This is an optimization exercise on Yosys and OpenROAD, whose aim is a short achievable clock period and few clock cycles, not a production implementation. The RTL was checked by simulation tests, not by an equivalence proof against the original design. Power is estimated from default activity; no workload was simulated.

<file path="flow/design.v">
module dlt645_scan (
    input  wire [15:0] cls,
    input  wire [7:0]  r,           
    input  wire        strict,
    input  wire [2:0]  nb,
    input  wire [3:0]  lv,          
    input  wire [3:0]  fe, s68, e16, z, one, two, thr, eq,
    input  wire [15:0] dsm,         
    input  wire [31:0] dv,          
    output reg  [3:0]  s1err,       
    output reg  [3:0]  restart,     
    output reg  [3:0]  okv,         
    output reg  [11:0] cause,
    output reg  [3:0]  dl,          
    output reg  [3:0]  ld,          
    output reg  [3:0]  alive,
    output reg  [3:0]  after_s,
    output reg  [4:0]  rC, rL, rCS,
    output reg         has_s,
    output reg  [1:0]  s_l,
    output reg  [3:0]  nrs,         
    output reg  [7:0]  sm,          
    output reg  [1:0]  pv,          
    output reg         any_rs,
    output reg  [15:0] ncls,
    output reg  [7:0]  nr
);
    integer j, o, k, i;
    reg [4:0] rA, rS2, rD, rE;
    reg [3:0] fend, fendm;
    reg [4:0] alive5;
    reg [3:0] pscan, s1c;
    reg       Lz, L1, L2, L3;
    reg       cont;
    reg [1:0] lr;
    always @(*) begin
        rA = 5'd0; rS2 = 5'd0; rC = 5'd0; rL = 5'd0; rD = 5'd0; rCS = 5'd0; rE = 5'd0;
        for (o = 1; o <= 9; o = o + 1) begin
            for (j = 0; j < 5; j = j + 1) begin
                if (o + j <= 6) rA[j]  = rA[j]  | cls[o];
                if (o + j == 7) rS2[j] = rS2[j] | cls[o];
                if (o + j == 8) rC[j]  = rC[j]  | cls[o];
                if (o + j == 9) rL[j]  = rL[j]  | cls[o];
                if (o + j >= 10) begin
                    Lz = z[(9-o)%4]; L1 = one[(9-o)%4]; L2 = two[(9-o)%4]; L3 = thr[(9-o)%4];
                    case (o + j - 10)
                        0: begin rD[j] = rD[j] | (cls[o] & !Lz);
                                 rCS[j] = rCS[j] | (cls[o] & Lz); end
                        1: begin rD[j] = rD[j] | (cls[o] & !(Lz | L1));
                                 rCS[j] = rCS[j] | (cls[o] & L1);
                                 rE[j]  = rE[j]  | (cls[o] & Lz); end
                        2: begin rD[j] = rD[j] | (cls[o] & !(Lz | L1 | L2));
                                 rCS[j] = rCS[j] | (cls[o] & L2);
                                 rE[j]  = rE[j]  | (cls[o] & L1); end
                        default: begin rD[j] = rD[j] | (cls[o] & !(Lz | L1 | L2 | L3));
                                 rCS[j] = rCS[j] | (cls[o] & L3);
                                 rE[j]  = rE[j]  | (cls[o] & L2); end
                    endcase
                end
            end
        end
        for (k = 0; k < 4; k = k + 1) begin
            for (j = 0; j < 5; j = j + 1) begin
                if (j < k)      rD[j]  = rD[j]  | cls[10+k];
                if (j == k)     rCS[j] = rCS[j] | cls[10+k];
                if (j == k + 1) rE[j]  = rE[j]  | cls[10+k];
            end
        end
        rD[3:0] = rD[3:0] | {4{cls[14]}};
        rD[4]   = rD[4]  | (cls[14] & (r != 8'd4));
        rCS[4]  = rCS[4] | (cls[14] & (r == 8'd4));
        rE[0]   = rE[0]  | cls[15];
        for (j = 0; j < 4; j = j + 1)
            fend[j] = lv[j] & ((rS2[j] & !s68[j]) | (rCS[j] & strict & !eq[j]) | rE[j]);
        alive5[0] = !cls[0];
        for (j = 0; j < 4; j = j + 1)
            alive5[j+1] = alive5[j] & !fend[j];
        alive = alive5[3:0];
        for (j = 0; j < 4; j = j + 1) begin
            fendm[j] = alive[j] & fend[j];
            pscan[j] = !alive[j];
            s1c[j]   = lv[j] & pscan[j] & s68[j];
        end
        after_s[0] = 1'b0;
        for (j = 1; j < 4; j = j + 1)
            after_s[j] = after_s[j-1] | s1c[j-1];
        has_s = |s1c;
        s_l = s1c[0] ? 2'd0 : s1c[1] ? 2'd1 : s1c[2] ? 2'd2 : 2'd3;
        for (j = 0; j < 4; j = j + 1) begin
            s1err[j]   = lv[j] & pscan[j] & !after_s[j] & !s68[j] & !fe[j];
            restart[j] = fendm[j] | s1err[j];
        end
        any_rs = |restart;
        for (j = 0; j < 4; j = j + 1) begin
            nrs[j] = 1'b1;
            lr = 2'd0;
            for (i = 0; i < j; i = i + 1)
                if (restart[i]) begin
                    nrs[j] = 1'b0;
                    lr = i;
                end
            sm[2*j +: 2] = j - 1 - lr;
        end
        lr = restart[3] ? 2'd3 : restart[2] ? 2'd2 : restart[1] ? 2'd1 : 2'd0;
        pv = nb[1:0] - 2'd1 - lr;
        for (j = 0; j < 4; j = j + 1) begin
            okv[j] = fendm[j] & rE[j] & (!strict | e16[j]);
            if (s1err[j])      cause[3*j +: 3] = 3'd1;
            else if (rS2[j])   cause[3*j +: 3] = 3'd2;
            else if (rCS[j])   cause[3*j +: 3] = 3'd4;
            else if (okv[j])   cause[3*j +: 3] = 3'd0;
            else               cause[3*j +: 3] = 3'd5;
            dl[j] = alive[j] & lv[j] & rD[j];
            ld[j] = dl[j] & rCS[j+1];
        end
        cont = alive5[4];
        ncls = 16'd0;
        nr   = 8'd0;
        if (has_s) begin
            for (j = 1; j <= 4; j = j + 1)
                ncls[j] = (nb == j + s_l);
        end else if (!cont) begin
            ncls[0] = 1'b1;
        end else begin
            for (o = 1; o <= 5; o = o + 1)
                for (j = 1; j <= 4; j = j + 1)
                    if (o + j <= 9)
                        ncls[o + j] = ncls[o + j] | (cls[o] & (nb == j));
            for (o = 6; o <= 9; o = o + 1) begin
                if (cls[o]) begin
                    if (o + nb <= 9) begin
                        for (j = 1; j <= 3; j = j + 1)
                            if (o + j <= 9)
                                ncls[o + j] = ncls[o + j] | (nb == j);
                    end else if (rE[nb]) begin
                        ncls[15] = 1'b1;
                    end else begin
                        nr = dv[8*((9-o)%4) +: 8];
                        for (k = 0; k < 4; k = k + 1)
                            ncls[10 + k] = dsm[4*((9-o)%4) + k];
                        ncls[14] = !(|dsm[4*((9-o)%4) +: 4]);
                    end
                end
            end
            for (k = 0; k < 4; k = k + 1) begin
                if (cls[10+k]) begin
                    if (rE[nb]) ncls[15] = 1'b1;
                    else
                        for (j = 0; j <= k; j = j + 1)
                            ncls[10 + k - j] = ncls[10 + k - j] | (nb == j);
                end
            end
            if (cls[15]) ncls[15] = 1'b1;
        end
    end
endmodule
module dlt645_rx (
    input  wire        clk,
    input  wire        rst,           
    input  wire        strict,        
    input  wire        in_valid,
    output wire        in_ready,
    input  wire [31:0] in_data,
    input  wire [2:0]  in_nbytes,     
    output reg         out_valid,
    input  wire        out_ready,
    output reg         out_is_result,
    output wire [31:0] out_data,
    output wire [2:0]  out_nbytes,
    output reg         out_ok,
    output wire [2:0]  out_cause,
    output wire [15:0] out_count,
    output reg  [15:0] out_pre,
    output reg  [47:0] out_addr,
    output reg  [7:0]  out_ctrl,
    output reg  [7:0]  out_len,
    output reg  [7:0]  out_cs,
    output reg  [7:0]  out_end
);
    localparam [7:0] PRE_BYTE   = 8'hFE;
    localparam [7:0] START_BYTE = 8'h68;
    localparam [7:0] END_BYTE   = 8'h16;
    genvar g;
    function [7:0] add8;
        input [7:0] a, b;
        input       ci;
        reg   [7:0] gg, pp, G, P, Gn, Pn;
        integer d, n;
        begin
            gg = a & b;
            pp = a ^ b;
            G = gg; P = pp;
            G[0] = gg[0] | (pp[0] & ci);
            for (d = 1; d < 8; d = d * 2) begin
                Gn = G; Pn = P;
                for (n = d; n < 8; n = n + 1) begin
                    Gn[n] = G[n] | (P[n] & G[n-d]);
                    Pn[n] = P[n] & P[n-d];
                end
                G = Gn; P = Pn;
            end
            add8 = pp ^ {G[6:0], ci};
        end
    endfunction
    function [15:0] inc16;
        input [15:0] a;
        input [2:0]  k;
        reg   [2:0]  lo;
        reg          c;
        integer n;
        begin
            lo = {1'b0, a[1:0]} + {1'b0, k[1:0]};
            c  = lo[2] | k[2];
            inc16[1:0] = lo[1:0];
            for (n = 2; n < 16; n = n + 1)
                inc16[n] = a[n] ^ (c & (&(a | ~(((16'd1 << n) - 16'd1) & 16'hFFFC))));
        end
    endfunction
    function [3:0] enc16;
        input [15:0] a;
        integer n;
        begin
            enc16 = 4'd0;
            for (n = 0; n < 16; n = n + 1)
                enc16 = enc16 | ({4{a[n]}} & n);
        end
    endfunction
    function [7:0] dec8;
        input [7:0] a;
        input [2:0] k;
        reg   [2:0] lo;
        reg         bw;
        integer n;
        begin
            lo = {1'b0, a[1:0]} - {1'b0, k[1:0]};
            bw = lo[2] | k[2];
            dec8[1:0] = lo[1:0];
            for (n = 2; n < 8; n = n + 1)
                dec8[n] = a[n] ^ (bw & !(|(a & (((8'd1 << n) - 8'd1) & 8'hFC))));
        end
    endfunction
    reg adv;
    assign in_ready = adv;
    reg        s0_v;
    reg [31:0] s0_d;
    reg [2:0]  s0_n;
    reg [3:0]  s0_lv;
    reg [4:0]  s0_nbh;
    reg [2:0]  s0_dk [0:3];    
    integer j0;
    always @(posedge clk) begin
        if (rst) begin
            s0_v <= 1'b0;
        end else if (adv) begin
            s0_v <= in_valid;
            s0_d <= in_data;
            s0_n <= in_nbytes;
            for (j0 = 0; j0 < 4; j0 = j0 + 1) begin
                s0_lv[j0] <= (j0 < in_nbytes);
                s0_dk[j0] <= in_nbytes - 3'd1 - j0;
            end
            for (j0 = 0; j0 < 5; j0 = j0 + 1)
                s0_nbh[j0] <= (in_nbytes == j0);
        end
    end
    reg [7:0] b0 [0:3];
    reg [3:0] v0;
    reg [7:0] m0 [0:3];
    integer j1;
    always @(*) begin
        for (j1 = 0; j1 < 4; j1 = j1 + 1) begin
            b0[j1] = s0_d[8*j1 +: 8];
            v0[j1] = s0_lv[j1];
            m0[j1] = v0[j1] ? b0[j1] : 8'd0;
        end
    end
    reg        s1_v;
    reg [2:0]  s1_n;
    reg [4:0]  s1_nbh;
    reg [31:0] s1_d;
    reg [3:0]  s1_lv;
    reg [2:0]  s1_dk [0:3];
    reg [7:0]  s1_s01, s1_t23, s1_q0, s1_q1, s1_u01, s1_u23;
    integer j2;
    always @(posedge clk) begin
        if (rst) begin
            s1_v <= 1'b0;
        end else if (adv) begin
            s1_v  <= s0_v;
            s1_n  <= s0_n;
            s1_nbh <= s0_nbh;
            s1_d  <= s0_d;
            s1_lv <= v0;
            for (j2 = 0; j2 < 4; j2 = j2 + 1) begin
                s1_dk[j2] <= s0_dk[j2];
            end
            s1_s01 <= add8(b0[0], b0[1], 1'b0);
            s1_t23 <= add8(b0[2], ~b0[3], 1'b1);
            s1_q0  <= add8(8'd0, ~b0[0], 1'b1);
            s1_q1  <= add8(b0[0], ~b0[1], 1'b1);
            s1_u01 <= add8(m0[0], m0[1], 1'b0);
            s1_u23 <= add8(m0[2], m0[3], 1'b0);
        end
    end
    reg        s2_v;
    reg [2:0]  s2_n;
    reg [4:0]  s2_nbh;
    reg [31:0] s2_d;
    reg [3:0]  s2_lv;
    reg [2:0]  s2_dk [0:3];
    reg [31:0] s2_q;           
    reg [31:0] s2_ps;          
    reg [7:0]  s2_tot;
    integer j3, k3;
    always @(posedge clk) begin
        if (rst) begin
            s2_v <= 1'b0;
        end else if (adv) begin
            s2_v   <= s1_v;
            s2_n   <= s1_n;
            s2_nbh <= s1_nbh;
            s2_d   <= s1_d;
            s2_lv  <= s1_lv;
            for (j3 = 0; j3 < 4; j3 = j3 + 1)
                s2_dk[j3] <= s1_dk[j3];
            s2_q[7:0]   <= s1_q0;
            s2_q[15:8]  <= s1_q1;
            s2_q[23:16] <= add8(s1_s01, ~s1_d[23:16], 1'b1);
            s2_q[31:24] <= add8(s1_s01, s1_t23, 1'b0);
            s2_ps[7:0]  <= 8'd0;
            s2_ps[15:8] <= s1_d[7:0];
            s2_ps[23:16] <= s1_s01;
            s2_ps[31:24] <= add8(s1_s01, s1_d[23:16], 1'b0);
            s2_tot <= add8(s1_u01, s1_u23, 1'b0);
        end
    end
    reg  [7:0] psum;           
    reg        s3_v;
    reg [2:0]  s3_n;
    reg [4:0]  s3_nbh;
    reg [31:0] s3_d;
    reg [3:0]  s3_lv;
    reg [2:0]  s3_dk [0:3];
    reg [31:0] s3_x;           
    reg [31:0] s3_p;           
    integer j4;
    always @(posedge clk) begin
        if (rst) begin
            s3_v <= 1'b0;
            psum <= 8'd0;
        end else if (adv) begin
            s3_v   <= s2_v;
            if (s2_v)
                psum <= add8(psum, s2_tot, 1'b0);
            s3_n   <= s2_n;
            s3_nbh <= s2_nbh;
            s3_d   <= s2_d;
            s3_lv  <= s2_lv;
            s3_dk[0] <= s2_dk[0]; s3_dk[1] <= s2_dk[1];
            s3_dk[2] <= s2_dk[2]; s3_dk[3] <= s2_dk[3];
            for (j4 = 0; j4 < 4; j4 = j4 + 1) begin
                s3_x[8*j4 +: 8] <= add8(psum, s2_q[8*j4 +: 8], 1'b0);
                s3_p[8*j4 +: 8] <= add8(psum, s2_ps[8*j4 +: 8], 1'b0);
            end
        end
    end
    reg  [7:0] base;           
    wire [7:0] base_new;       
    wire       base_upd;       
    reg  [3:0] a_eq;
    reg  [7:0] a_dv [0:3];
    integer j5;
    always @(*)
        for (j5 = 0; j5 < 4; j5 = j5 + 1) begin
            a_eq[j5] = base_upd ? (s3_x[8*j5 +: 8] == base_new) : (s3_x[8*j5 +: 8] == base);
            a_dv[j5] = dec8(s3_d[8*j5 +: 8], s3_dk[j5]);
        end
    reg        t3_v;
    reg [2:0]  t3_n;
    reg [4:0]  t3_nbh;
    reg [31:0] t3_d;
    reg [3:0]  t3_lv;
    reg [3:0]  t3_fe, t3_s68, t3_e16, t3_z, t3_one, t3_two, t3_thr, b_eq;
    reg [31:0] t3_dv;
    reg [15:0] t3_dsm;
    reg [31:0] t3_p;
    always @(posedge clk) begin
        if (rst) begin
            t3_v <= 1'b0;
        end else if (adv) begin
            t3_v   <= s3_v;
            t3_n   <= s3_n;
            t3_nbh <= s3_nbh;
            t3_d   <= s3_d;
            t3_lv  <= s3_lv;
            for (j5 = 0; j5 < 4; j5 = j5 + 1) begin
                t3_fe[j5]  <= (s3_d[8*j5 +: 8] == PRE_BYTE);
                t3_s68[j5] <= (s3_d[8*j5 +: 8] == START_BYTE);
                t3_e16[j5] <= (s3_d[8*j5 +: 8] == END_BYTE);
                t3_z[j5]   <= (s3_d[8*j5 +: 8] == 8'd0);
                t3_one[j5] <= (s3_d[8*j5 +: 8] == 8'd1);
                t3_two[j5] <= (s3_d[8*j5 +: 8] == 8'd2);
                t3_thr[j5] <= (s3_d[8*j5 +: 8] == 8'd3);
                t3_dv[8*j5 +: 8] <= a_dv[j5];
                t3_dsm[4*j5 +: 4] <= {a_dv[j5] == 8'd3, a_dv[j5] == 8'd2, a_dv[j5] == 8'd1, a_dv[j5] == 8'd0};
            end
            b_eq   <= a_eq;
            t3_p   <= s3_p;
        end
    end
    wire [15:0] c_ncls [0:15];
    wire [7:0]  c_nr   [0:15];
    wire        c_any  [0:15];
    wire [1:0]  c_pv   [0:15];
    wire        c_hs   [0:15];
    wire [1:0]  c_sl   [0:15];
    generate
        for (g = 0; g < 16; g = g + 1) begin : cl
            if (g != 14) begin : sc
                wire [3:0]  u_s1err, u_restart, u_okv, u_dl, u_ld, u_alive, u_after, u_nor;
                wire [11:0] u_cause;
                wire [7:0]  u_sm;
                wire [4:0]  u_rC, u_rL, u_rCS;
                dlt645_scan scan (
                    .cls(16'd1 << g), .r(8'd0), .strict(strict), .nb(t3_n), .lv(t3_lv),
                    .fe(t3_fe), .s68(t3_s68), .e16(t3_e16), .z(t3_z), .one(t3_one),
                    .two(t3_two), .thr(t3_thr), .eq(b_eq), .dsm(t3_dsm), .dv(t3_dv),
                    .s1err(u_s1err), .restart(u_restart), .okv(u_okv),
                    .cause(u_cause), .dl(u_dl), .ld(u_ld), .alive(u_alive), .after_s(u_after),
                    .rC(u_rC), .rL(u_rL), .rCS(u_rCS),
                    .has_s(c_hs[g]), .s_l(c_sl[g]), .nrs(u_nor), .sm(u_sm), .pv(c_pv[g]),
                    .any_rs(c_any[g]), .ncls(c_ncls[g]), .nr(c_nr[g]));
            end else begin : db
                assign c_ncls[g] = 16'd0;
                assign c_nr[g]   = 8'd0;
                assign c_any[g]  = 1'b0;
                assign c_pv[g]   = 2'd0;
                assign c_hs[g]   = 1'b0;
                assign c_sl[g]   = 2'd0;
            end
        end
    endgenerate
    reg        s4_v;
    reg [2:0]  s4_n;
    reg [4:0]  s4_nbh;
    reg [31:0] s4_d;
    reg [3:0]  s4_lv;
    reg [3:0]  s4_fe, s4_s68, s4_e16, s4_z, s4_one, s4_two, s4_thr, s4_eq;
    reg [31:0] s4_dv;
    reg [15:0] s4_dsm;
    reg [31:0] s4_p;
    reg [3:0]  s4_nc   [0:15];
    reg [7:0]  s4_nr   [6:9];
    reg [15:0] s4_add;         
    reg [1:0]  s4_pv   [0:15]; 
    reg [15:0] s4_hs;          
    reg [1:0]  s4_sl   [0:15]; 
    reg [7:0]  s4_bv   [0:15]; 
    integer c6;
    always @(posedge clk) begin
        if (rst) begin
            s4_v <= 1'b0;
        end else if (adv) begin
            s4_v   <= t3_v;
            s4_n   <= t3_n;
            s4_nbh <= t3_nbh;
            s4_d   <= t3_d;
            s4_lv  <= t3_lv;
            s4_fe  <= t3_fe;  s4_s68 <= t3_s68; s4_e16 <= t3_e16;
            s4_z   <= t3_z;   s4_one <= t3_one; s4_two <= t3_two; s4_thr <= t3_thr;
            s4_eq  <= b_eq;
            s4_dv  <= t3_dv;
            s4_dsm <= t3_dsm;
            s4_p   <= t3_p;
            for (c6 = 0; c6 < 16; c6 = c6 + 1) begin
                s4_nc[c6]   <= enc16(c_ncls[c6]);
                s4_add[c6]  <= !c_any[c6];
                s4_pv[c6]   <= c_pv[c6];
                s4_hs[c6]   <= c_hs[c6];
                s4_sl[c6]   <= c_sl[c6];
                s4_bv[c6]   <= t3_p[8*c_sl[c6] +: 8] & {8{c_hs[c6]}};
            end
            for (c6 = 6; c6 <= 9; c6 = c6 + 1)
                s4_nr[c6] <= c_nr[c6];
        end
    end
    reg [15:0] cls;
    reg [7:0]  r;
    reg [15:0] pos;
    reg [15:0] m_ncls, db_ncls;
    reg [3:0]  m_nc;
    reg [7:0]  m_nr;
    reg        m_add, m_hs;
    reg [1:0]  m_pv, m_sl;
    reg [7:0]  m_bv;
    reg [7:0]  req;            
    integer c7, j7;
    always @(*) begin
        m_nc = 4'd0; m_nr = 8'd0; m_add = 1'b0; m_pv = 2'd0; m_hs = 1'b0; m_sl = 2'd0; m_bv = 8'd0;
        for (c7 = 0; c7 < 16; c7 = c7 + 1) begin
            m_nc   = m_nc   | ({4{cls[c7]}}  & s4_nc[c7]);
            m_add  = m_add  | (cls[c7] & s4_add[c7]);
            m_pv   = m_pv   | ({2{cls[c7]}}  & s4_pv[c7]);
            m_hs   = m_hs   | (cls[c7] & s4_hs[c7]);
            m_sl   = m_sl   | ({2{cls[c7]}}  & s4_sl[c7]);
            m_bv   = m_bv   | ({8{cls[c7]}}  & s4_bv[c7]);
        end
        for (c7 = 6; c7 <= 9; c7 = c7 + 1)
            m_nr = m_nr | ({8{cls[c7]}} & s4_nr[c7]);
        for (c7 = 0; c7 < 16; c7 = c7 + 1)
            m_ncls[c7] = (m_nc == c7);
        for (j7 = 0; j7 < 8; j7 = j7 + 1)
            req[j7] = (r == j7);
        db_ncls = 16'd0;
        for (j7 = 0; j7 < 4; j7 = j7 + 1)
            db_ncls[10+j7] = (s4_nbh[1] & req[j7+1]) | (s4_nbh[2] & req[j7+2])
                           | (s4_nbh[3] & req[j7+3]) | (s4_nbh[4] & req[j7+4]);
        db_ncls[14] = !(|db_ncls[13:10]);
    end
    assign base_new = m_bv;
    assign base_upd = s4_v & !cls[14] & m_hs;
    reg        s5_v;
    reg [15:0] s5_cls;
    reg [7:0]  s5_r;
    reg [15:0] s5_pos;
    reg [2:0]  s5_n;
    reg [31:0] s5_d;
    reg [3:0]  s5_lv;
    reg [3:0]  s5_fe, s5_s68, s5_e16, s5_z, s5_one, s5_two, s5_thr, s5_eq;
    reg [31:0] s5_dv;
    reg [15:0] s5_dsm;
    always @(posedge clk) begin
        if (rst) begin
            s5_v <= 1'b0;
            cls  <= 16'd1;
            pos  <= 16'd0;
        end else if (adv) begin
            s5_v <= s4_v;
            if (s4_v) begin
                if (cls[14]) begin
                    cls <= db_ncls;
                    r   <= dec8(r, s4_n);
                    pos <= inc16(pos, s4_n);
                end else begin
                    cls <= m_ncls;
                    r   <= m_nr;
                    pos <= m_add ? inc16(pos, s4_n) : {14'd0, m_pv};
                    if (m_hs)
                        base <= m_bv;
                end
            end
            s5_cls <= cls;
            s5_r   <= r;
            s5_pos <= pos;
            s5_n   <= s4_n;
            s5_d   <= s4_d;
            s5_lv  <= s4_lv;
            s5_fe  <= s4_fe;  s5_s68 <= s4_s68; s5_e16 <= s4_e16;
            s5_z   <= s4_z;   s5_one <= s4_one; s5_two <= s4_two; s5_thr <= s4_thr;
            s5_eq  <= s4_eq;
            s5_dv  <= s4_dv;
            s5_dsm <= s4_dsm;
        end
    end
    wire [3:0]  x_s1err, x_restart, x_okv, x_dl, x_ld, x_alive, x_after, x_nor;
    wire [11:0] x_cause;
    wire [7:0]  x_sm;
    wire [4:0]  x_rC, x_rL, x_rCS;
    wire        x_hs, x_any;
    wire [1:0]  x_sl, x_pv;
    wire [15:0] x_ncls;
    wire [7:0]  x_nr;
    dlt645_scan scan6 (
        .cls(s5_cls), .r(s5_r), .strict(strict), .nb(s5_n), .lv(s5_lv),
        .fe(s5_fe), .s68(s5_s68), .e16(s5_e16), .z(s5_z), .one(s5_one),
        .two(s5_two), .thr(s5_thr), .eq(s5_eq), .dsm(s5_dsm), .dv(s5_dv),
        .s1err(x_s1err), .restart(x_restart), .okv(x_okv),
        .cause(x_cause), .dl(x_dl), .ld(x_ld), .alive(x_alive), .after_s(x_after),
        .rC(x_rC), .rL(x_rL), .rCS(x_rCS),
        .has_s(x_hs), .s_l(x_sl), .nrs(x_nor), .sm(x_sm), .pv(x_pv),
        .any_rs(x_any), .ncls(x_ncls), .nr(x_nr));
    reg        s6_v;
    reg [15:0] s6_cls;
    reg [15:0] s6_pos;
    reg [31:0] s6_d;
    reg [3:0]  s6_lv;
    reg [3:0]  s6_restart, s6_okv, s6_dl, s6_ld, s6_nor, s6_after;
    reg [3:0]  s6_wc, s6_wl, s6_wcs;    
    reg [11:0] s6_cause;
    reg [7:0]  s6_sm;
    reg        s6_hs;
    reg [1:0]  s6_sl;
    reg [4:0]  s6_ndh;                  
    reg [1:0]  s6_ds, s6_ll;            
    reg        s6_last;
    reg [15:0] s6_posk [0:4];           
    reg        s6_pnor;                 
    reg [1:0]  s6_psm;
    integer j8;
    always @(posedge clk) begin
        if (rst) begin
            s6_v <= 1'b0;
        end else if (adv) begin
            s6_v       <= s5_v;
            s6_cls     <= s5_cls;
            s6_pos     <= s5_pos;
            s6_d       <= s5_d;
            s6_lv      <= s5_lv;
            s6_restart <= x_restart;
            s6_okv     <= x_okv;
            s6_dl      <= x_dl;
            s6_ld      <= x_ld;
            s6_nor     <= x_nor;
            s6_after   <= x_after;
            s6_wc      <= x_alive & s5_lv & x_rC[3:0];
            s6_wl      <= x_alive & s5_lv & x_rL[3:0];
            s6_wcs     <= x_alive & s5_lv & x_rCS[3:0];
            s6_cause   <= x_cause;
            s6_sm      <= x_sm;
            s6_hs      <= x_hs;
            s6_sl      <= x_sl;
            for (j8 = 0; j8 < 5; j8 = j8 + 1)
                s6_posk[j8] <= inc16(s5_pos, j8);
            s6_ndh  <= 5'd0;
            s6_ds   <= 2'd0;
            for (j8 = 0; j8 < 16; j8 = j8 + 1)
                if (x_dl == j8) begin
                    s6_ndh  <= 5'd1 << (((j8 >> 0) & 1) + ((j8 >> 1) & 1) + ((j8 >> 2) & 1) + ((j8 >> 3) & 1));
                    s6_ds   <= (j8 & 1) ? 0 : (j8 & 2) ? 1 : (j8 & 4) ? 2 : 3;
                end
            s6_last <= |x_ld;
            s6_ll   <= x_ld[0] ? 2'd0 : x_ld[1] ? 2'd1 : x_ld[2] ? 2'd2 : 2'd3;
            s6_pnor    <= x_nor[x_sl];
            s6_psm     <= x_sm[2*x_sl +: 2];
        end
    end
    reg [15:0] pre_r;
    reg [7:0]  addr_r [0:5];
    reg [7:0]  ctrl_r, len_r, cs_r;
    reg [7:0]  b7 [0:3];
    reg [15:0] cnt [0:3];
    reg [15:0] posk [0:4];
    reg [15:0] pre_n;
    reg [7:0]  f_ctrl, f_len, f_cs, f_end;
    reg [5:0]  a_we [0:3];
    integer i9, j9;
    always @(*) begin
        for (j9 = 0; j9 < 4; j9 = j9 + 1)
            b7[j9] = s6_d[8*j9 +: 8];
        for (j9 = 0; j9 < 5; j9 = j9 + 1)
            posk[j9] = s6_posk[j9];
        for (j9 = 0; j9 < 4; j9 = j9 + 1)
            cnt[j9] = s6_nor[j9] ? (s6_okv[j9] ? posk[j9+1] : posk[j9]) : {14'd0, s6_sm[2*j9 +: 2]};
        pre_n = s6_pnor ? posk[s6_sl] : {14'd0, s6_psm};
        f_ctrl = ctrl_r; f_len = len_r; f_cs = cs_r; f_end = b7[0];
        for (j9 = 0; j9 < 4; j9 = j9 + 1) begin
            if (s6_wc[j9])  f_ctrl = b7[j9];
            if (s6_wl[j9])  f_len  = b7[j9];
            if (s6_wcs[j9]) f_cs   = b7[j9];
            if (s6_okv[j9]) f_end  = b7[j9];
        end
        for (j9 = 0; j9 < 4; j9 = j9 + 1)
            for (i9 = 0; i9 < 6; i9 = i9 + 1) begin
                a_we[j9][i9] = s6_after[j9] & ({1'b0, s6_sl} + i9 + 1 == j9);
                if (i9 + 1 - j9 >= 1)
                    a_we[j9][i9] = a_we[j9][i9] | s6_cls[i9 + 1 - j9];
                a_we[j9][i9] = a_we[j9][i9] & s6_lv[j9];
            end
    end
    reg [1:0]  pc;
    reg [7:0]  pk [0:2];
    reg [1:0]  ds, ll;
    reg        last;
    reg [2:0]  total;
    reg [7:0]  W [0:6];
    reg        recA, recB, big;
    reg [1:0]  laneA;
    reg [2:0]  nA, nB;
    reg [1:0]  n_pc;
    reg [3:0]  sv;
    reg [2:0]  sf   [0:3];
    reg [31:0] spl  [0:3];
    integer i10, j10, v10;
    always @(*) begin
        ds = s6_ds;
        last = s6_last;
        ll = s6_ll;
        total = 3'd0;
        for (v10 = 0; v10 < 4; v10 = v10 + 1)
            for (i10 = 0; i10 < 5; i10 = i10 + 1)
                if (pc == v10 && s6_ndh[i10])
                    total = v10 + i10;
        for (i10 = 0; i10 < 7; i10 = i10 + 1) begin
            W[i10] = 8'd0;
            for (v10 = 0; v10 < 16; v10 = v10 + 1)
                if ({pc, ds} == v10) begin
                    if (i10 < (v10 >> 2))
                        W[i10] = pk[i10 % 3];
                    else if ((v10 & 3) + i10 - (v10 >> 2) < 4)
                        W[i10] = b7[((v10 & 3) + i10 - (v10 >> 2)) % 4];
                end
        end
        big   = total[2];
        recA  = big | last;
        laneA = ll;
        for (v10 = 0; v10 < 16; v10 = v10 + 1)
            if (big && {pc, ds} == v10)
                laneA = ((v10 & 3) + 3 - (v10 >> 2)) % 4;
        nA    = big ? 3'd4 : total;
        recB  = last & big & (total != 3'd4);
        nB    = {1'b0, total[1:0]};
        n_pc  = last ? 2'd0 : total[1:0];
        for (j10 = 0; j10 < 4; j10 = j10 + 1) begin
            sv[j10] = s6_v & (s6_restart[j10] | (recA & laneA == j10) | (recB & ll == j10));
            if (s6_restart[j10]) begin
                sf[j10]  = s6_cause[3*j10 +: 3];
                spl[j10] = {16'd0, cnt[j10]};
            end else if (recB & ll == j10) begin
                sf[j10]  = nB;
                spl[j10] = {8'd0, W[6], W[5], W[4]};
            end else begin
                sf[j10]  = nA;
                spl[j10] = {W[3], W[2], W[1], W[0]};
            end
        end
    end
    reg        s7_v;
    reg [3:0]  s7_sv;
    reg [3:0]  s7_res, s7_ok;
    reg [2:0]  s7_f   [0:3];
    reg [31:0] s7_pl  [0:3];
    wire       fq_wr = s6_v & (|s6_okv);
    reg        f_wp, f_rp;     
    reg [1:0]  f_cnt;
    reg [95:0] f_q   [0:1];
    integer j11, i11;
    always @(posedge clk) begin
        if (rst) begin
            s7_v <= 1'b0;
            pc   <= 2'd0;
            f_wp <= 1'b0;
        end else if (adv) begin
            s7_v <= s6_v;
            if (s6_v) begin
                pc <= n_pc;
                if (big) begin
                    pk[0] <= W[4]; pk[1] <= W[5]; pk[2] <= W[6];
                end else begin
                    pk[0] <= W[0]; pk[1] <= W[1]; pk[2] <= W[2];
                end
                if (s6_hs)
                    pre_r <= pre_n;
                for (j11 = 0; j11 < 4; j11 = j11 + 1) begin
                    for (i11 = 0; i11 < 6; i11 = i11 + 1)
                        if (a_we[j11][i11]) addr_r[i11] <= b7[j11];
                    if (s6_wc[j11])  ctrl_r <= b7[j11];
                    if (s6_wl[j11])  len_r  <= b7[j11];
                    if (s6_wcs[j11]) cs_r   <= b7[j11];
                end
            end
            s7_sv <= sv;
            for (j11 = 0; j11 < 4; j11 = j11 + 1) begin
                s7_res[j11] <= s6_restart[j11];
                s7_ok[j11]  <= s6_okv[j11];
                s7_f[j11]   <= sf[j11];
                s7_pl[j11]  <= spl[j11];
            end
            if (fq_wr) begin
                f_q[f_wp] <= {pre_r, addr_r[5], addr_r[4], addr_r[3], addr_r[2], addr_r[1], addr_r[0],
                              f_ctrl, f_len, f_cs, f_end};
                f_wp <= !f_wp;
            end
        end
    end
    reg [1:0]  csrc [0:3];
    reg [3:0]  ccv;
    reg [2:0]  cnw;
    integer k13, v13, j13, n13;
    always @(*) begin
        for (k13 = 0; k13 < 4; k13 = k13 + 1) begin
            csrc[k13] = 2'd0;
            ccv[k13]  = 1'b0;
        end
        cnw = 3'd0;
        for (v13 = 0; v13 < 16; v13 = v13 + 1)
            if (s7_sv == v13) begin
                n13 = 0;
                for (j13 = 0; j13 < 4; j13 = j13 + 1)
                    if ((v13 >> j13) & 1) begin
                        csrc[n13 % 4] = j13;
                        ccv[n13 % 4]  = 1'b1;
                        n13 = n13 + 1;
                    end
                cnw = n13;
            end
    end
    reg        s8_v;
    reg [3:0]  s8_cv;
    reg [2:0]  s8_nw;
    reg [3:0]  s8_res, s8_ok;
    reg [2:0]  s8_f   [0:3];
    reg [31:0] s8_pl  [0:3];
    always @(posedge clk) begin
        if (rst) begin
            s8_v <= 1'b0;
        end else if (adv) begin
            s8_v  <= s7_v;
            s8_cv <= s7_v ? ccv : 4'd0;
            s8_nw <= s7_v ? cnw : 3'd0;
            for (k13 = 0; k13 < 4; k13 = k13 + 1) begin
                s8_res[k13] <= s7_res[csrc[k13]];
                s8_ok[k13]  <= s7_ok[csrc[k13]];
                s8_f[k13]   <= s7_f[csrc[k13]];
                s8_pl[k13]  <= s7_pl[csrc[k13]];
            end
        end
    end
    localparam QD = 8;
    reg [7:0]  q_wp, q_rp;     
    reg [3:0]  q_cnt;
    reg        q_res [0:QD-1];
    reg        q_ok  [0:QD-1];
    reg [2:0]  q_f   [0:QD-1];
    reg [31:0] q_pl  [0:QD-1];
    reg [7:0]  wp_n;
    reg        q_wr, o_ld, hd_res, hd_ok;
    reg [2:0]  hd_f;
    reg [31:0] hd_pl;
    reg [3:0]  q_cnt_n;
    reg [1:0]  f_cnt_n;
    integer j12, e12;
    always @(*) begin
        case (s8_nw)
            3'd0: wp_n = q_wp;
            3'd1: wp_n = {q_wp[6:0], q_wp[7]};
            3'd2: wp_n = {q_wp[5:0], q_wp[7:6]};
            3'd3: wp_n = {q_wp[4:0], q_wp[7:5]};
            default: wp_n = {q_wp[3:0], q_wp[7:4]};
        endcase
        q_wr = adv & s8_v;
        o_ld = (!out_valid || out_ready) && (q_cnt != 4'd0);
        hd_res = 1'b0; hd_ok = 1'b0; hd_f = 3'd0; hd_pl = 32'd0;
        for (e12 = 0; e12 < QD; e12 = e12 + 1) begin
            hd_res = hd_res | (q_rp[e12] & q_res[e12]);
            hd_ok  = hd_ok  | (q_rp[e12] & q_ok[e12]);
            hd_f   = hd_f   | ({3{q_rp[e12]}} & q_f[e12]);
            hd_pl  = hd_pl  | ({32{q_rp[e12]}} & q_pl[e12]);
        end
        q_cnt_n = q_cnt + (q_wr ? {1'b0, s8_nw} : 4'd0) - {3'd0, o_ld};
        f_cnt_n = f_cnt + {1'b0, adv & fq_wr} - {1'b0, o_ld & hd_ok};
    end
    reg [31:0] out_pl;
    reg [2:0]  out_f;
    assign out_data   = out_pl;
    assign out_count  = out_pl[15:0];
    assign out_nbytes = out_f;
    assign out_cause  = out_f;
    always @(posedge clk) begin
        if (rst) begin
            q_wp <= 8'd1; q_rp <= 8'd1; q_cnt <= 4'd0;
            f_rp <= 1'b0; f_cnt <= 2'd0;
            out_valid <= 1'b0;
            adv <= 1'b1;
        end else begin
            if (q_wr) begin
                for (e12 = 0; e12 < QD; e12 = e12 + 1)
                    for (j12 = 0; j12 < 4; j12 = j12 + 1)
                        if (s8_cv[j12] && q_wp[(e12 + QD - j12) % QD]) begin
                            q_res[e12] <= s8_res[j12];
                            q_ok [e12] <= s8_ok[j12];
                            q_f  [e12] <= s8_f[j12];
                            q_pl [e12] <= s8_pl[j12];
                        end
                q_wp <= wp_n;
            end
            q_cnt <= q_cnt_n;
            f_cnt <= f_cnt_n;
            adv   <= (q_cnt_n <= QD - 4) && (f_cnt_n <= 2'd1);
            if (o_ld) begin
                out_valid     <= 1'b1;
                out_is_result <= hd_res;
                out_ok        <= hd_ok;
                out_f         <= hd_f;
                out_pl        <= hd_pl;
                q_rp <= {q_rp[6:0], q_rp[7]};
                if (hd_ok) begin
                    {out_pre, out_addr[47:40], out_addr[39:32], out_addr[31:24], out_addr[23:16],
                     out_addr[15:8], out_addr[7:0], out_ctrl, out_len, out_cs, out_end} <= f_q[f_rp];
                    f_rp <= !f_rp;
                end
            end else if (out_valid && out_ready) begin
                out_valid <= 1'b0;
            end
        end
    end
endmodule
</file>
<file path="flow/run.sh">
#!/bin/bash
# synth_recipe.tcl (not shown) runs the flow's synth.tcl, then flattens the netlist and writes it again
# the make line also repeats each setting of config.mk as NAME=value (left out here)
make -C /OpenROAD-flow-scripts/flow DESIGN_CONFIG=/design/flow/config.mk WORK_HOME=/design/flow/orfs CLKGATE_MAP_FILE= SYNTH_SCRIPT=/design/flow/synth_recipe.tcl finish
</file>
<file path="flow/config.mk">
export PLATFORM = sky130hd
export DESIGN_NAME = dlt645_rx
export DESIGN_NICKNAME = dlt645_rx
export VERILOG_FILES = /design/flow/design.v
export SDC_FILE = /design/flow/constraint.sdc
export NUM_CORES = 4
export LEC_CHECK = 0
export ABC_CLOCK_PERIOD_IN_PS = 2000
export CAP_MARGIN = 20
export CORE_MARGIN = 2
export CORE_UTILIZATION = 35
export SETUP_SLACK_MARGIN = 1.8
export SLEW_MARGIN = 20
</file>
<file path="flow/constraint.sdc">
create_clock -name core_clock -period 4.0 [get_ports {clk}]
set_input_delay 0.8000 -clock core_clock [delete_from_list [all_inputs] [get_ports {clk}]]
set_output_delay 0.8000 -clock core_clock [all_outputs]
set_load 0.01 [all_outputs]
</file>
==> flow_summary.yaml, run 1 <==
status:
  status: "timing/DRC/antenna clean"
place:
  place_area_um2: 111000
  place_ws_ns: 0.282
  io_buffer_count: 193
  dp.cells: 12600
  hpwlAfterDp_um: 228000
  place_congestion: 0.945
sta:
  setup_slack_ns: 1.35
  worst_slew_pin_slew_ns: 1.02
  rsz0062_at_grt: "yes"
  hold_viol_final: 0
  skew_ns: 0.0921
  min_period_ns: 2.65
  fin_setup_tns_ns: 0
  setup_viol: 0
  slew_violations: 0
  max_freq_mhz: 377
  finalCritPeriodShare: 0.663
  relSlewSlack: 0.311
detailed_routing:
  drtIter0Drc: 11900
  avgViaCountPerCell: 5.75
  drc_errors: 0
  vias: 77900
  wl_met2_um: 165000
  first_pass_iters: 13
  highest_layer: "met5"
  drt-met1-wl_um: 138000
  wl_per_cell_um: 26.7
  routed-wl-met3_um: 38200
  totalWireLength_um: 361000
  ant_nets: 0
die:
  fp.dieH_um: 550
  io_pins: 194
  core_area_um2: 297000
  placementRows: 200
  initial_core_util: 0.352
  dieArea_um2: 303000
  die_w_um: 550
power:
  p_leak_nw: 45.6
  peakVddDrop_uv: 414
  p_per_area_nw_per_um2: 582
setup_path:
  cp_slowest_cell: "edfxtp_1"
  critPathKind: "reg2reg"
  endpoint_kind: "flip-flop"
  worstPathCellList: "nor2b_4, o211ai_1, buf_4, a41oi_4, a211oi_4, buf_6, buf_8, a21oi_4, buf_12, buf_16, buf_12, mux2i_1, nor2_1"
  critPathBufInv: 6
  crit_family: "buffers and inverters"
  cp_slowest_stage_delay_ns: 0.47
  worstPathArrival_ns: 3.30
  critPathLaunchType: "flip-flop"
  path_max_fanout: 7
  crit_top_cell: "buf_12"
  cp.required_ns: 4.65
cts:
  path_clk_slew_ns: 0.07
  cts_max_level: 4
  root_buffer: "clkbuf_16"
  clockBufferDepth: 4
  cts_sinks: 2204
  clk_latency_ns: 0.92
  cts_buffers: 234
  cts_tree: "built"
  hold_buffers: 0
cells_and_area:
  drive_gt1_frac: 0.232
  fillers: 27000
  layout.nets: 9663
  syn2layout_area_growth_pct: 22.4
  stdcell_area_um2: 128000
  final_cells: 13500
logic_synthesis:
  synth.avg_cell_area_um2: 11.6
  synth_edf_count: 2126
  netlist_area_um2: 104000
  ys_warn_count: 64
  ys_ff_latch: 2204
  ys_seq_area_frac: 0.626
  synthCells: 8966
  postSynth.asyncResetShare: 0
  synth_top_area_cell: "edfxtp_1"
  synth.area.top_cells: "edfxtp_1, nand2_1, o21ai_0, nand3_1, mux2_2"
  synth.distinct_cells: 88
  syn_nets: 9213
  netlist.area_leader.share: 0.611
  ys.flop_type: "edfxtp_1"
global_route:
  antenna_found_initial: 6
  grt_pass1_vias: 74300
  globalRouteTotalUtil: 0.228
  grt_pass1_wl_um: 512000
  grt_max_degree: 188
  grt.overflow.total: 0
run:
  drv_cap: 0
hold_path:
  worstHoldPathType: "in2reg"
-- what timing repair did --
item                                    4_1_cts  5_1_grt
gates resized for setup                    1393      542
buffers inserted                            313      162
endpoints found under the setup margin     2754     1143
gates cloned                                 26       14
pin swaps                                   175      231
-- cells by family after synthesis --
family	count (synthesis)	synth area share
muxes	397	0.0407
xor gates and xnor gates	288	0.0242
buffers and inverters	1004	0.0380
DFF	2204	0.626
AOI/OAI and AO/OA	2018	0.122
adders and majority gates	208	0.0266
and+or+nand+nor	2847	0.122
-- synth_stat cells (all sizes together), types with 14 or more instances --
cell	instances
edfxtp	2126
nand2	1213
o21ai	880
nand3	719
clkbuf	590
nor2	428
a21oi	313
a22oi	268
inv	226
mux2	207
mux2i	189
xnor2	186
buf	183
ha	183
and2	114
xor2	102
a222oi	94
nor3	90
dfxtp	78
nand4	64
a22o	51
and3	51
nand2b	46
nor2b	44
a21o	43
a211oi	40
o21bai	40
a221oi	37
a31oi	33
o31ai	31
o22ai	28
o31a	28
fa	24
o221ai	21
o211ai	15
nor3b	14
-- layout by cell type, fill, tap and decap left out, types with 99 or more instances in the layout --
master,synthesis,final
edfxtp_1,2126,2126
nand2_1,1213,1166
o21ai_0,878,814
nand3_1,719,710
buf_4,42,498
nor2_1,428,341
a21oi_1,309,246
clkbuf_16,0,243
a22oi_1,268,223
mux2_2,207,199
inv_1,222,191
xnor2_1,186,174
mux2i_1,189,158
ha_1,183,150
buf_2,30,146
buf_6,0,144
xor2_1,102,99
-- layout make-up --
| class | instances | area (um2) | area share |
|---|---|---|---|
| flip-flops and latches | 2204 | 65500 | 0.512 |
| multi-input cells | 5764 | 39200 | 0.307 |
| repair buffers | 981 | 9670 | 0.0756 |
| clock buffers | 287 | 6180 | 0.0483 |
| well taps | 3939 | 4930 | 0.0386 |
| clock inverters | 141 | 1480 | 0.0116 |
| inverters | 231 | 905 | 0.00708 |
| diodes | 1 | 2.50 | 0.0000196 |
-- path summary, 6_finish.rpt --
check / from / slack [ns] / cells past startpoint / endpoint
setup / recovery: s6_ndh[1]$_SDFFCE_PP0P_ / 1.35 / 13 / s7_pl[0][18]$_SDFFCE_PP0P_
hold / removal: rst / 0.25 / 2 / f_rp$_SDFFE_PP0P_
setup reg to reg: s6_ndh[1]$_SDFFCE_PP0P_ / 1.35 / 13 / s7_pl[0][18]$_SDFFCE_PP0P_
hold reg to reg: s5_d[0]$_DFFE_PP_ / 0.39 / 0 / s6_d[0]$_DFFE_PP_
-- report_power, final --
group / internal, W / switching, W
clock network: 0.0127 / 0.00926
logic: 0.00689 / 0.0111
registers: 0.0310 / 0.00346
total: 0.0506 / 0.0238
-- metal layers --
layer,vias up,global-route usage
li1,34100,-
met1,37900,0.297
met2,4778,0.364
met3,1102,0.0478
met4,8,0.107
met5,-,0
-- registers in the layout (all words and copies together) (netlist names), 32 cells and up --
name and cells:
addr_r 48, f_q 192, out_addr 48, out_pl 32, q_pl 256, s0_d 32, s1_d 32, s3_d 32
s3_p 32, s4_bv 80, s4_d 32, s4_nc 54, s4_nr 32, s5_d 32, s6_d 32, s6_posk 76
s7_pl 128, s8_pl 128, t3_d 32, t3_dv 32, t3_p 32
-- through the flow --
| step | power, W | hold WS [ns] | util |
|---|---|---|---|
| floorplan | 0.0358 | 0.400 | - |
| global placement | 0.0495 | 0.402 | 0.374 |
| detailed placement | 0.0498 | 0.405 | 0.374 |
| CTS | 0.0732 | 0.195 | 0.418 |
| global route | 0.0772 | 0.199 | 0.431 |
| finish | 0.0744 | 0.252 | 0.431 |
-- worst register-to-register path, cell delays in order (launching register included) --
cell and delay [ns]:
edfxtp_1 0.47, nor2b_4 0.14, o211ai_1 0.10, buf_4 0.17, a41oi_4 0.20, a211oi_4 0.05
buf_6 0.16, buf_8 0.15, a21oi_4 0.25, buf_12 0.15, buf_16 0.14, buf_12 0.13
mux2i_1 0.21, nor2_1 0.06
Testbench counts, summed over its fixed seeds: cycles 7,339.
==> inputs of run 2 (changes only) <==
--- a/flow/design.v
+++ b/flow/design.v
@@ -494,6 +494,7 @@
     reg [1:0]  m_pv, m_sl;
     reg [7:0]  m_bv;
     reg [7:0]  req;            
+    reg [15:0] pos_nb;         
     integer c7, j7;
     always @(*) begin
         m_nc = 4'd0; m_nr = 8'd0; m_add = 1'b0; m_pv = 2'd0; m_hs = 1'b0; m_sl = 2'd0; m_bv = 8'd0;
@@ -509,6 +510,8 @@
             m_nr = m_nr | ({8{cls[c7]}} & s4_nr[c7]);
         for (c7 = 0; c7 < 16; c7 = c7 + 1)
             m_ncls[c7] = (m_nc == c7);
+        pos_nb = ({16{s4_nbh[1]}} & inc16(pos, 3'd1)) | ({16{s4_nbh[2]}} & inc16(pos, 3'd2))
+               | ({16{s4_nbh[3]}} & inc16(pos, 3'd3)) | ({16{s4_nbh[4]}} & inc16(pos, 3'd4));
         for (j7 = 0; j7 < 8; j7 = j7 + 1)
             req[j7] = (r == j7);
         db_ncls = 16'd0;
@@ -540,11 +543,11 @@
                 if (cls[14]) begin
                     cls <= db_ncls;
                     r   <= dec8(r, s4_n);
-                    pos <= inc16(pos, s4_n);
+                    pos <= pos_nb;
                 end else begin
                     cls <= m_ncls;
                     r   <= m_nr;
-                    pos <= m_add ? inc16(pos, s4_n) : {14'd0, m_pv};
+                    pos <= m_add ? pos_nb : {14'd0, m_pv};
                     if (m_hs)
                         base <= m_bv;
                 end
@@ -677,9 +680,7 @@
     reg [1:0]  laneA;
     reg [2:0]  nA, nB;
     reg [1:0]  n_pc;
-    reg [3:0]  sv;
-    reg [2:0]  sf   [0:3];
-    reg [31:0] spl  [0:3];
+    reg [3:0]  sv, selB;
     integer i10, j10, v10;
     always @(*) begin
         ds = s6_ds;
@@ -711,24 +712,18 @@
         nB    = {1'b0, total[1:0]};
         n_pc  = last ? 2'd0 : total[1:0];
         for (j10 = 0; j10 < 4; j10 = j10 + 1) begin
-            sv[j10] = s6_v & (s6_restart[j10] | (recA & laneA == j10) | (recB & ll == j10));
-            if (s6_restart[j10]) begin
-                sf[j10]  = s6_cause[3*j10 +: 3];
-                spl[j10] = {16'd0, cnt[j10]};
-            end else if (recB & ll == j10) begin
-                sf[j10]  = nB;
-                spl[j10] = {8'd0, W[6], W[5], W[4]};
-            end else begin
-                sf[j10]  = nA;
-                spl[j10] = {W[3], W[2], W[1], W[0]};
-            end
+            sv[j10]   = s6_v & (s6_restart[j10] | (recA & laneA == j10) | (recB & ll == j10));
+            selB[j10] = recB & (ll == j10);
         end
     end
     reg        s7_v;
-    reg [3:0]  s7_sv;
+    reg [3:0]  s7_sv, s7_selB;
     reg [3:0]  s7_res, s7_ok;
-    reg [2:0]  s7_f   [0:3];
-    reg [31:0] s7_pl  [0:3];
+    reg [2:0]  s7_cause [0:3];
+    reg [15:0] s7_cnt [0:3];
+    reg [31:0] s7_w03;
+    reg [23:0] s7_w46;
+    reg [2:0]  s7_nA, s7_nB;
     wire       fq_wr = s6_v & (|s6_okv);
     reg        f_wp, f_rp;     
     reg [1:0]  f_cnt;
@@ -758,12 +753,17 @@
                     if (s6_wcs[j11]) cs_r   <= b7[j11];
                 end
             end
-            s7_sv <= sv;
+            s7_sv   <= sv;
+            s7_selB <= selB;
+            s7_w03  <= {W[3], W[2], W[1], W[0]};
+            s7_w46  <= {W[6], W[5], W[4]};
+            s7_nA   <= nA;
+            s7_nB   <= nB;
             for (j11 = 0; j11 < 4; j11 = j11 + 1) begin
-                s7_res[j11] <= s6_restart[j11];
-                s7_ok[j11]  <= s6_okv[j11];
-                s7_f[j11]   <= sf[j11];
-                s7_pl[j11]  <= spl[j11];
+                s7_res[j11]   <= s6_restart[j11];
+                s7_ok[j11]    <= s6_okv[j11];
+                s7_cause[j11] <= s6_cause[3*j11 +: 3];
+                s7_cnt[j11]   <= cnt[j11];
             end
             if (fq_wr) begin
                 f_q[f_wp] <= {pre_r, addr_r[5], addr_r[4], addr_r[3], addr_r[2], addr_r[1], addr_r[0],
@@ -775,8 +775,22 @@
     reg [1:0]  csrc [0:3];
     reg [3:0]  ccv;
     reg [2:0]  cnw;
+    reg [2:0]  s7_f   [0:3];
+    reg [31:0] s7_pl  [0:3];
     integer k13, v13, j13, n13;
     always @(*) begin
+        for (j13 = 0; j13 < 4; j13 = j13 + 1) begin
+            if (s7_res[j13]) begin
+                s7_f[j13]  = s7_cause[j13];
+                s7_pl[j13] = {16'd0, s7_cnt[j13]};
+            end else if (s7_selB[j13]) begin
+                s7_f[j13]  = s7_nB;
+                s7_pl[j13] = {8'd0, s7_w46};
+            end else begin
+                s7_f[j13]  = s7_nA;
+                s7_pl[j13] = s7_w03;
+            end
+        end
         for (k13 = 0; k13 < 4; k13 = k13 + 1) begin
             csrc[k13] = 2'd0;
             ccv[k13]  = 1'b0;
--- a/flow/config.mk
+++ b/flow/config.mk
@@ -9,5 +9,7 @@
 export CAP_MARGIN = 20
 export CORE_MARGIN = 2
 export CORE_UTILIZATION = 35
+export CTS_CLUSTER_DIAMETER = 100
+export CTS_CLUSTER_SIZE = 20
 export SETUP_SLACK_MARGIN = 1.8
 export SLEW_MARGIN = 20
==> run 2 against run 1 <==
  * Via count down 0.59%
  * Still clean on timing, DRC and antenna
  * Area after synthesis rose by 1.0%
  * Non-clock buffer count is 43 lower
  * Cell count shrank 0.18%
  * Combinational power is essentially flat
  * Largest cell class unchanged
  * Setup slack gained 0.22 ns
==> flow_summary.yaml, run 2 <==
cells_and_area:
  regArea_um2: 65400
  reg_top3: "q_pl: 256 flops, f_q: 192 flops, s8_pl: 128 flops"
  regMostFlops: "q_pl"
  largest_register_ff_count: 256
  layout.nets: 9747
  final_common_cell: "edfxtp_1"
  multi_input_area_um2: 39100
  syn2layout_area_growth_pct: 17.5
  layout_common_cells: "edfxtp_1, nand2_1, o21ai_0"
  drive_gt1_frac: 0.191
  fillers: 27900
  post-route-util: 0.414
setup_path:
  critPathLaunchType: "flip-flop"
  reg2reg_to: "b_eq[1]$_DFFE_PP_"
  critPathKind: "reg2reg"
  rrSetupSlack_ns: 1.57
  endpoint_kind: "flip-flop"
  worstPathCellList: "a22o_4, a221oi_4, buf_6, a311o_2, buf_12, mux2i_4, xor2_1, nand4_1, nor2_1"
  r2r.worst_path.cells: 9
  worstPathArrival_ns: 3.13
  cp_slowest_cell: "edfxtp_1"
  cp_slowest_stage_delay_ns: 0.50
  cp.required_ns: 4.71
  critPathBufInv: 2
  crit_family: "compound AO/OA/AOI/OAI gates"
  r2r_start: "s4_hs[8]$_DFFE_PP_"
  path_max_fanout: 4
global_route:
  grt_max_degree: 148
  grt.overflow.total: 0
  grt_pass1_vias: 73500
  antenna_found_initial: 24
  grt_pass1_wl_um: 509000
  globalRouteTotalUtil: 0.222
detailed_routing:
  wl_per_cell_um: 26.4
  drc_errors: 0
  vias: 77500
  highest_layer: "met5"
  first_pass_iters: 7
  avgViaCountPerCell: 5.73
  drt-met1-wl_um: 140000
  ant_nets: 0
  drtIter0Drc: 10400
  wl_met2_um: 163000
  routed-wl-met3_um: 33900
  totalWireLength_um: 357000
power:
  combPwrFrac: 0.271
  peakVddDrop_uv: 351
  p_seq_frac: 0.512
  internal_power_w: 0.0447
  power_frac_clock: 0.217
  p_leak_nw: 43.6
  netSwitchingFraction: 0.335
  p_sw_w: 0.0225
  p_per_area_nw_per_um2: 542
logic_synthesis:
  synth_top_area_cell: "edfxtp_1"
  postSynth.asyncResetShare: 0
  netlist.area_leader.share: 0.605
  ys.flop_type: "edfxtp_1"
  netlist_area_um2: 105000
  syn_nets: 9447
  synth.most_common_cell: "edfxtp_1"
  synth.area.top_cells: "edfxtp_1, o21ai_0, nand2_1, nand3_1, ha_1"
  ys_top_cells_by_count: "edfxtp_1, nand2_1, o21ai_0"
  ys_seq_area_frac: 0.620
  ys_ff_latch: 2204
  synth.distinct_cells: 92
  synthCells: 9194
  synth_edf_count: 2126
  synth.avg_cell_area_um2: 11.5
  ys_warn_count: 64
cts:
  cts_buffers: 142
  cts_max_level: 4
  cts_tree: "built"
  path_clk_slew_ns: 0.08
  clk_latency_ns: 0.86
  root_buffer: "clkbuf_16"
  clockBufferDepth: 4
  cts_sinks: 2204
place:
  place_ws_ns: 0.425
  hpwlAfterDp_um: 226000
  io_buffer_count: 193
  place_congestion: 0.940
hold_path:
  holdPathStages: 0
  worstHoldPathType: "reg2reg"
  holdPathEnd: "s6_d[17]$_DFFE_PP_"
  worstHoldStart: "s5_d[17]$_DFFE_PP_"
sta:
  max_freq_mhz: 412
  slew_violations: 0
  finalCritPeriodShare: 0.607
  hold_viol_final: 0
  fin_hold_ws_ns: 0.381
  rsz0062_at_grt: "yes"
  skew_ns: 0.0757
  worst_slew_pin_slew_ns: 1.02
  setup_viol: 0
  setup_slack_ns: 1.57
  min_period_ns: 2.43
  relSlewSlack: 0.321
  fin_setup_tns_ns: 0
die:
  initial_core_util: 0.352
  fp.dieH_um: 553
  io_pins: 194
  core_area_um2: 300000
  placementRows: 201
  die_w_um: 553
  dieArea_um2: 306000
status:
  status: "timing/DRC/antenna clean"
run:
  drv_cap: 0
## run 2: cell types whose count changed after synthesis, moves of 40 or more
cell / change
nand2_1: -40
nor2b_1: +73
mux2_2: -51
a222oi_1: -51
o21ai_0: +121
## run 2: worst max-delay path by stage
stage / startpoint / depth (start not counted) / to / slack [ns]
global placement: strict / 11 / s4_pv[9][1]$_DFFE_PP_ / 0.48
global route: s3_d[8]$_DFFE_PP_ / 11 / t3_dsm[7]$_DFFE_PP_ / 1.46
finish: s4_hs[8]$_DFFE_PP_ / 9 / b_eq[1]$_DFFE_PP_ / 1.57
detailed placement: strict / 7 / s4_nr[8][7]$_SDFFCE_PP0P_ / 0.43
CTS: s6_okv[0]$_DFFE_PP_ / 10 / adv$_SDFF_PP1_ / 1.53
floorplan: adv$_SDFF_PP1_ / 4 / q_f[0][0]$_DFFE_PP_ / -23.51
## run 2: timing repair
action                     in CTS  in global routing
gates resized for setup      1148                521
hold buffers                    0                  0
pin swaps                      95                182
setup endpoints to repair    2783               1365
cloned                         44                 14
buffers inserted              242                162
## run 2: final cells by class
class / count / share of cell area
multi-input combinational: 5970 / 0.316
antenna: 7 / 0.000141
clock buffer: 189 / 0.0308
timing repair buffer: 938 / 0.0761
inverter: 238 / 0.00767
sequential: 2204 / 0.528
clock inverter: 19 / 0.00179
tap: 3958 / 0.0399
## run 2: kinds of logic after synthesis
family,after synthesis,share of synthesized area
xor+xnor,283,0.0235
simple gates,2922,0.127
compound gates,2163,0.126
mux,385,0.0386
buf+inv,1023,0.0382
flops,2204,0.620
fa+ha+maj,214,0.0270
## run 2: per-layer routing
layer,vias to the layer above,track usage
li1,34300,-
met3,1037,0.0478
met4,16,0.102
met2,4401,0.356
met5,-,0
met1,37700,0.288
## run 2: power groups by stage
stage | sequential, W | clock (W) | combinational (W)
floorplan | 0.0304 | 0 | 0.00564
global placement | 0.0349 | 0 | 0.0151
detailed placement | 0.0350 | 0 | 0.0154
CTS | 0.0343 | 0.0149 | 0.0168
global route | 0.0347 | 0.0157 | 0.0196
finish | 0.0344 | 0.0146 | 0.0182
## run 2: metrics by stage
step	total power, W	instance area [um2]	std cells
finish	0.0672	124000	13500
global route	0.0700	124000	13500
CTS	0.0660	120000	13300
detailed placement	0.0504	112000	12800
global placement	0.0501	112000	12800
floorplan	0.0360	106000	9194
Testbench counts of run 2, summed over its fixed seeds: cycles 7,339.

==> port drivers added, routing unchanged <==
No port has a modelled driver above. Below, the same layouts with a new extraction and two added sets of constraints.
Step 1: set_driving_cell puts a clkbuf_16 on clk and a buf_2 on each other input, an assumption about the parent block.
Step 2 times the ports against the registers' clock, not the clock port: input delays grow and output delays shrink by t, the midpoint of the rising clock arrivals with the driver on.
Slacks: ideal ports / drivers / drivers and shift; pairs: ideal ports / drivers.
run	shift t [ns]	setup slack, ns	worst setup path after step 2	worst slew at a driven data input, ns	pins driven straight from the clock port
run 1	0.975	1.350 / 1.350 / 0.937	input to register	0.13	1
run 2	0.917	1.574 / 1.574 / 0.768	input to register	0.15	1
After both steps every run listed still meets setup and hold. The setup slack of run 2, which loses most, moves by 0.000 ns with the drivers and by -0.806 ns with both steps.
